What follows belongs to an exercise in optimizing a design on an open flow for small area, a short achievable clock period and few clock cycles; a production flow would make more cautious choices.
Where RTL was checked, it was by simulation tests only, not by an equivalence proof against the original.

Design mctp_tx, start of the top module:
module mctp_tx (
    input  wire        clk,
    input  wire        rst,           
    input  wire        start_valid,
    output wire        start_ready,
    input  wire [12:0] cfg_len,       
    input  wire [7:0]  cfg_mtu,       
    input  wire [31:0] cfg_addr,      
    input  wire        cfg_to,        
    input  wire        cfg_pec_xor,   
    input  wire        cfg_mic,       
    input  wire        in_valid,
    output wire        in_ready,
    input  wire [7:0]  in_data,
    output reg         out_valid,
    input  wire        out_ready,
    output reg  [7:0]  out_data,
    output reg         out_sop,       
    output reg         out_eop        
);
    reg        idle, hd, py, pc;
    reg        busy;        
    reg [7:0]  h;           
    reg [31:0] addr;
    reg        to_bit;
    reg        pec_xor;
    reg        mic;
    reg [7:0]  m1;          
    reg [12:0] q;           
    reg        cfl;         
    reg        hinc;        
  ...
Size: about 810 cells after synthesis.
Settings: LEC_CHECK=0, CAP_MARGIN=20, CORE_MARGIN=2, CORE_UTILIZATION=40, CTS_BUF_LIST=sky130_fd_sc_hd__clkbuf_8, CTS_CLUSTER_SIZE=30, SETUP_SLACK_MARGIN=2.8, SLEW_MARGIN=20, SYNTH_HIERARCHICAL=1, TNS_END_PERCENT=40; clock period 5.0 ns.
standard.sh (not shown) runs the stock make flow with config.mk's settings and CLKGATE_MAP_FILE= SYNTH_SCRIPT=/design/flow/synth_recipe.tcl, a recipe that flattens the netlist after the stock synthesis.
==> flow/flow/run.sh <==
#!/bin/bash
# The standard layout (standard.sh: the standard flow's synthesis and ORFS flow), with the
# port buffers made of sky130_fd_sc_hd__buf_1 cells instead of the default
# delay-buffer cells, and clock tree synthesis without dummy loads.
# make's full output goes to flow_make.log.
set -euo pipefail
export BUFFER_PORTS_ARGS="-buffer_cell sky130_fd_sc_hd__buf_1"
export CTS_ARGS="-sink_clustering_enable -repair_clock_nets -dont_use_dummy_load -buf_list sky130_fd_sc_hd__clkbuf_8 -sink_clustering_size 30"
bash standard.sh > flow_make.log 2>&1
Testbench counts at the start, summed over its fixed seeds: cycles 49,716.
==> next run, changes <==
--- a/flow/design.v
+++ b/flow/design.v
@@ -13,19 +13,20 @@
     output wire        in_ready,
     input  wire [7:0]  in_data,
     output reg         out_valid,
     input  wire        out_ready,
     output reg  [7:0]  out_data,
     output reg         out_sop,       
     output reg         out_eop        
 );
     reg        idle, hd, py, pc;
-    reg        busy;        
+    reg        sr;          
+    reg        nld;         
     reg [7:0]  h;           
     reg [31:0] addr;
     reg        to_bit;
     reg        pec_xor;
     reg        mic;
     reg [7:0]  m1;          
     reg [12:0] q;           
     reg        cfl;         
     reg        hinc;        
@@ -52,18 +53,22 @@
                            (q[7:0] == 8'd0 && ((qh0 && cfl) || (q[12:8] == 5'd1 && !cfl)));
     wire        p_lt     = (p[7:3] == 5'd0) && (p[2:0] <= micn);                
     wire        p_le     = (p[7:3] == 5'd0) && ({1'b0, p[2:0]} <= {1'b0, micn} + 4'd1);  
     wire        p_zero   = (p == 8'd1);     
     wire        empty    = (p == 8'd0);
     wire [7:0]  ctrl     = {first_pkt, last_pkt, seq, to_bit, 3'd3};
     wire [7:0]  mic_byte = ~crc32[7:0];
     wire [5:0]  len_l4   = cfg_len[7:2] + {5'd0, cfg_mic};
     wire        len_hinc = cfg_mic && cfg_len[7:2] == 6'h3F;
+    wire        skid_vn  = skid_v ? !adv : (prod && !adv);
+    wire        idle_n   = (idle || (pc && prod && last_pkt)) && !start_valid;
+    wire        pc_n     = (pc && !prod) || (py && prod && p_zero) || (h[7] && prod && empty);
+    wire        sr_n     = idle_n || (pc_n && last_pkt && !skid_vn);
     wire        take_in = py && fin;
     reg  [7:0]  pbo;
     wire [7:0]  pb = take_in ? in_data : pbo;
     always @(*) begin
         if (py)
             pbo = mic_byte;
         else if (pc)
             pbo = crc8 ^ ((pec_xor && first_pkt && last_pkt) ? m1 : 8'd0);
         else
@@ -164,19 +169,19 @@
     mctp_x2 c8_x4 (.a(c8x[7]), .b(c8_t8), .y(c8n[0]));
     mctp_x2 c8_x5 (.a(c8x[1]), .b(c8_t8), .y(c8n[1]));
     mctp_x2 c8_x6 (.a(c8_t8), .b(c8_t9), .y(c8n[2]));
     mctp_x2 c8_x7 (.a(c8x[3]), .b(c8x[7]), .y(c8_t12));
     mctp_x2 c8_x8 (.a(c8_t12), .b(c8_t9), .y(c8n[3]));
     mctp_x2 c8_x9 (.a(c8x[2]), .b(c8_t10), .y(c8n[4]));
     mctp_x2 c8_x10 (.a(c8x[5]), .b(c8_t10), .y(c8n[5]));
     mctp_x2 c8_x11 (.a(c8x[4]), .b(c8_t11), .y(c8n[6]));
     mctp_x2 c8_x12 (.a(c8x[7]), .b(c8_t11), .y(c8n[7]));
-    assign start_ready = !busy;
+    assign start_ready = sr;
     assign in_ready    = in_rdy;
     always @(posedge clk) begin
         if (adv) begin
             if (skid_v) begin
                 out_valid <= 1'b1;
                 out_data  <= skid;
                 out_sop   <= h[1];
                 out_eop   <= idle || h[0];
                 skid_v    <= 1'b0;
@@ -191,35 +196,18 @@
             skid_v <= 1'b1;
         end
         if (rst) begin
             out_valid <= 1'b0;
             skid_v    <= 1'b0;
         end
     end
     always @(posedge clk) begin
         begin
-            if (idle) begin
-                addr      <= cfg_addr;
-                to_bit    <= cfg_to;
-                pec_xor   <= cfg_pec_xor;
-                mic       <= cfg_mic;
-                m1        <= cfg_mtu;
-                q         <= {cfg_len[12:8], len_l4, cfg_len[1:0]};
-                hinc      <= len_hinc;
-                first_pkt <= 1'b1;
-                seq       <= 2'd0;
-                h         <= 8'd1;
-                if (start_valid) begin
-                    idle <= 1'b0;
-                    busy <= 1'b1;
-                    hd   <= 1'b1;
-                end
-            end
             if (fb_pend && in_rdy)
                 m1 <= in_data;
             if (hd && prod) begin
                 h <= {h[6:0], 1'b0};
                 if (c32_ini)
                     crc32 <= {8'hFF, c32n[23:0]};
                 if (h[0]) begin
                     p       <= q[7:0];
                     q[7:0]  <= lo[7:0];
@@ -262,31 +250,49 @@
                     pc <= 1'b1;
                 end
             end
             if (pc && prod) begin
                 first_pkt <= 1'b0;
                 seq       <= seq + 2'd1;
                 pc        <= 1'b0;
                 if (last_pkt) begin
                     idle <= 1'b1;
-                    busy <= 1'b0;
                 end else begin
                     hd <= 1'b1;
                     h  <= 8'd1;
                 end
             end
+            if (!nld) begin
+                addr      <= cfg_addr;
+                to_bit    <= cfg_to;
+                pec_xor   <= cfg_pec_xor;
+                mic       <= cfg_mic;
+                m1        <= cfg_mtu;
+                q         <= {cfg_len[12:8], len_l4, cfg_len[1:0]};
+                hinc      <= len_hinc;
+                first_pkt <= 1'b1;
+                seq       <= 2'd0;
+                h         <= 8'd1;
+                if (start_valid) begin
+                    idle <= 1'b0;
+                    hd   <= 1'b1;
+                end
+            end
+            sr  <= sr_n;
+            nld <= !sr_n;
             in_rdy <= !(skid_v ? !adv : (prod && !adv)) &&
                       (py ? (acc ? (!p_le && !p_zero) : fin)
                           : (h[7] && prod && !empty && !p_lt));
         end
         if (rst) begin
             idle   <= 1'b1;
-            busy   <= 1'b0;
+            sr     <= 1'b1;
+            nld    <= 1'b0;
             hd     <= 1'b0;
             py     <= 1'b0;
             pc     <= 1'b0;
             in_rdy <= 1'b0;
         end
     end
 endmodule
 module mctp_x2 (
     input  wire a,
After rerunning:
- clock-buffer cell count stays the same
- via count came out higher by 3.0%
- sequential share of layout area is lower by 0.22 points
- sequential cell count rose by 1
- global-route usage is higher by 0.83 points
- fmax barely changes
- non-clock buffer count rises by 9
- setup slack degrades by 4.2 ps
For the second run of this note, only the layout was checked, not whether the RTL still works.

separate check: timing with driven ports:
The flow's constraints put no driver on any port. The routed layouts listed below were extracted and timed again, unchanged, in two steps. Step 1 assumes that a clkbuf_16 drives the clock port and a buf_2 every other input. Step 2 adds t to the input delays and takes it off the output delays; t is the mean of the earliest and latest rising clock arrival at the registers after step 1. Input paths then give back, and output paths get back, about the clock's delay inside the block. Three values: ideal ports, drivers, drivers and shift; two values: the first two.
run	t, ns	slack for setup (ns)	worst hold slack (ns)	clock arrival spread, ns
the first run	0.495	2.766 / 2.770 / 2.275	0.488 / 0.488 / 0.488	0.039 / 0.039
the second run	0.489	2.762 / 2.762 / 2.310	0.467 / 0.467 / 0.467	0.036 / 0.036
After both steps every run listed still meets setup and hold. For the first run, which loses most, drivers alone change the setup slack by +0.004 ns; drivers and shift together by -0.491 ns.
